Context: an optimization exercise on an open-source flow, tuned for small area, a short achievable clock period and few clock cycles per item. The choices shown serve that exercise and are no tape-out recipe. Function was checked by simulation only, so behaviour that the tests miss may differ from the original.

## trial 20
==> module fir_f64, before the edit <==
module fir_f64 (
    input  wire        clk,
    input  wire        rst,         
    input  wire        in_valid,
    output reg         in_ready,
    input  wire [1:0]  in_op,       
    input  wire [2:0]  in_idx,      
    input  wire [63:0] in_data,     
    output reg         out_valid,
    output reg  [63:0] out_y
);
    localparam OP_UPDATE = 2'd0;
    localparam OP_CLEAR  = 2'd1;
    localparam OP_LOAD   = 2'd2;
    localparam OP_SETN   = 2'd3;
    reg        cv;
    reg [1:0]  cop;
    reg [2:0]  cidx;
    reg [63:0] cdata;
    reg        uv;                  
    reg [64:0] ur;
    reg        busy;                
    reg [3:0]  ph;                  
    reg        two;                 
    reg [2:0]  nm1;                 
    wire [64:0] xn;                 
    fp64_norm u_norm (.x(cdata), .y(xn));
    wire accept   = in_valid & in_ready & ~rst;
    wire isupd    = (cop == OP_UPDATE);
    wire free     = ~busy | (ph == 4'd15);
    wire start2   = free & uv & cv & isupd;
    wire start1   = free & uv & ~(cv & isupd);
    wire start    = start2 | start1;
    wire c_to_u   = cv & isupd & ~uv;
    wire cons_oth = cv & ~isupd & ~uv & free;
    wire cons     = start2 | c_to_u | cons_oth;
    wire       busy_n  = start | (busy & (ph != 4'd15));
    wire [3:0] ph_n    = start ? 4'd0 : busy ? ph + 4'd1 : 4'd0;
    wire       uv_n    = start ? 1'b0 : (c_to_u | uv);
    wire       cv_n    = accept | (cv & ~cons);
    wire       isupd_n = accept ? (in_op == OP_UPDATE) : isupd;
    wire       free_n  = ~busy_n | (ph_n == 4'd15);
    wire       rdy_n   = ~cv_n | (isupd_n ? (~uv_n | free_n) : (~uv_n & free_n));
    reg rst_q;
    always @(posedge clk) begin
        rst_q <= rst;
        in_ready <= rst ? 1'b0 : rst_q ? 1'b1 : rdy_n;
        if (rst_q) begin
            cv       <= 1'b0;
            uv       <= 1'b0;
            busy     <= 1'b0;
            ph       <= 4'd0;
            two      <= 1'b0;
            nm1      <= 3'd0;
        end else begin
            cv       <= cv_n;
            uv       <= uv_n;
            busy     <= busy_n;
            ph       <= ph_n;
            if (start)
                two <= start2;
            if (cons_oth && cop == OP_SETN)
                nm1 <= cidx;
        end
        if (in_ready) begin
            cop   <= in_op;
            cidx  <= in_idx;
            cdata <= in_data;
        end
        if (c_to_u)
            ur <= xn;
    end
    reg [64:0] tr [0:7];
    reg [7:0]  tv;
    reg [64:0] br [0:8];
    reg [8:0]  bv;
    wire       rot_in = busy & ph[0] & (ph != 4'd15);    
    wire       trot   = rot_in | start;
    wire       hrot   = rot_in | start1;
    wire       ld     = cons_oth & (cop == OP_LOAD);
    wire [2:0] tdst   = cidx + 3'd1;                     
    wire       clr    = rst_q | (cons_oth & ((cop == OP_CLEAR) | (cop == OP_SETN)));
    integer i;
    always @(posedge clk) begin
        for (i = 0; i < 8; i = i + 1) begin
            if (ld && tdst == i[2:0]) begin
                tr[i] <= xn;
                tv[i] <= ~rst_q;
            end else if (trot) begin
                tr[i] <= tr[(i + 1) % 8];
                tv[i] <= tv[(i + 1) % 8] & ~rst_q;
            end else begin
                tv[i] <= tv[i] & ~rst_q;
            end
        end
        if (start2) begin
            br[0] <= xn;
            bv[0] <= ~rst_q;
            br[1] <= ur;
            bv[1] <= ~rst_q;
            for (i = 2; i < 9; i = i + 1)
                bv[i] <= bv[i] & ~rst_q;
        end else begin
            for (i = 0; i < 9; i = i + 1) begin
                if (i == 0 && start1) begin
                    br[0] <= ur;
                    bv[0] <= ~rst_q;
                end else if (hrot) begin
                    br[i] <= br[(i + 1) % 9];
                    bv[i] <= bv[(i + 1) % 9] & ~clr;
                end else begin
                    bv[i] <= bv[i] & ~clr;
                end
            end
        end
    end
    wire [2:0]  k      = ph[3:1];
    wire        slot_b = ph[0];
    wire        use_k  = busy & (slot_b | two) & (k <= nm1);
    wire [64:0] hop    = slot_b ? br[0] : br[1];
    wire        hov    = slot_b ? bv[0] : bv[1];
    wire        tov    = tv[0];
    wire         s1_s, s1_z;
    wire [13:0]  s1_e;
    wire [105:0] s1_x, s1_y;
    fp64_mul_s1 u_mul1 (
        .sa(tr[0][64] & tov), .ea(tov ? tr[0][63:52] : 12'd0), .fa(tr[0][51:0]),
        .sb(hop[64] & hov),   .eb(hov ? hop[63:52] : 12'd0),   .fb(hop[51:0]),
        .sy(s1_s), .zy(s1_z), .ey(s1_e), .px(s1_x), .py(s1_y));
    reg          a_v, a_f, a_l, a_s, a_z;
    reg  [13:0]  a_e;
    reg  [105:0] a_x, a_y;
    wire [54:0]  s2_n;
    wire [13:0]  s2_e;
    fp64_mul_s2 u_mul2 (.ey(a_e), .px(a_x), .py(a_y), .n(s2_n), .e(s2_e));
    reg          b_v, b_f, b_l, b_s, b_z;
    reg  [13:0]  b_e;
    reg  [54:0]  b_n;
    wire         s3_s;
    wire [10:0]  s3_e;
    wire [52:0]  s3_m;
    fp64_mul_s3 u_mul3 (.sy(b_s), .zy(b_z), .e(b_e), .n(b_n), .so(s3_s), .eo(s3_e), .mo(s3_m));
    reg          c_v, c_l, c_s;
    reg  [10:0]  c_e;
    reg  [52:0]  c_m;
    reg          r_s;
    reg  [10:0]  r_e;
    reg  [52:0]  r_m;
    wire [56:0]  x1_s;
    wire [10:0]  x1_e;
    wire         x1_sx, x1_sz;
    fp64_add_s1 u_add1 (
        .sa(r_s), .ea(r_e), .ma(r_m),
        .sb(c_s), .eb(c_e), .mb(c_m),
        .s(x1_s), .ex(x1_e), .sx(x1_sx), .sz(x1_sz));
    reg          d_v, d_l, d_sx, d_sz;
    reg  [56:0]  d_s;
    reg  [10:0]  d_e;
    wire         x2_s;
    wire [10:0]  x2_e;
    wire [52:0]  x2_m;
    fp64_add_s2 u_add2 (.s(d_s), .ex(d_e), .sx(d_sx), .sz(d_sz), .sy(x2_s), .ey(x2_e), .my(x2_m));
    always @(posedge clk) begin
        a_f <= (k == 3'd0); a_l <= (k == nm1);
        a_s <= s1_s; a_z <= s1_z; a_e <= s1_e; a_x <= s1_x; a_y <= s1_y;
        b_f <= a_f; b_l <= a_l;
        b_s <= a_s; b_z <= a_z; b_e <= s2_e; b_n <= s2_n;
        c_l <= b_l;
        c_s <= s3_s; c_e <= s3_e; c_m <= s3_m;
        d_l <= c_l;
        d_s <= x1_s; d_e <= x1_e; d_sx <= x1_sx; d_sz <= x1_sz;
        r_s <= b_f | x2_s; r_e <= b_f ? 11'd1 : x2_e; r_m <= b_f ? 53'd0 : x2_m;
        out_y <= {x2_s, x2_m[52] ? x2_e : 11'd0, x2_m[51:0]};
        if (rst_q) begin
            a_v <= 1'b0; b_v <= 1'b0; c_v <= 1'b0; d_v <= 1'b0;
        end else begin
            a_v <= use_k; b_v <= a_v; c_v <= b_v; d_v <= c_v;
        end
        out_valid <= d_v & d_l & ~rst & ~rst_q;
    end
endmodule
Settings: LEC_CHECK=0, ABC_AREA=1, CAP_MARGIN=30, CORE_MARGIN=2, CORE_UTILIZATION=45, PLACE_DENSITY=0.6, SLEW_MARGIN=40; clock period 52.0 ns.
run.sh (not shown) runs the stock make flow with config.mk's settings and CLKGATE_MAP_FILE= SYNTH_SCRIPT=/design/flow/synth_recipe.tcl, a recipe that flattens the netlist after the stock synthesis.
Testbench counts of trial 20, summed over its fixed seeds: cycles 13,024, items 1,600.
> inputs changed (trial 20 -> build 26)
--- a/flow/design.v
+++ b/flow/design.v
@@ -3107,9 +3107,9 @@
                 two <= start2;
             if (cons_oth && cop == OP_SETN)
                 nm1 <= cidx;
         end
-        if (in_ready) begin
+        if (~cv | cons) begin
             cop   <= in_op;
             cidx  <= in_idx;
             cdata <= in_data;
         end
[summary]
- Comparing largest stage delay on the critical path for trial 20 and build 26, the smaller number came from build 26.
- Summary: worst clock skew on the final layout, build 26 worse than trial 20
- Sort trial 20 and build 26 by routed wire length asc -> top: build 26
- Number of cells on the worst reg-to-reg path: build 26 higher than trial 20
- Delta(later-pin clock latency in the skew report, build 26 - trial 20) > 0
Testbench counts of build 26, summed over its fixed seeds: cycles 13,024, items 1,600.

afterwards: timing with drivers on the ports:
No port has a modelled driver above. Below, the same layouts with a new extraction and two added sets of constraints. Step 1 assumes that a clkbuf_16 drives the clock port and a buf_2 every other input. Step 2 times the ports against the registers' clock, not the clock port: input delays grow and output delays shrink by t, the midpoint of the rising clock arrivals with the driver on. Three values: ideal ports, drivers, drivers and shift; two values: the first two.
run | t (ns) | setup WS [ns] | hold WS [ns] | worst setup path at the end | pins driven straight from the clock port
trial 20 | 1.029 | 39.632 / 39.529 / 40.394 | 0.326 / 0.326 / 0.326 | input to register | 1
build 26 | 1.033 | 39.744 / 39.630 / 40.408 | 0.326 / 0.326 / 0.326 | input to register | 1
After both steps setup and hold are still met in every run listed.
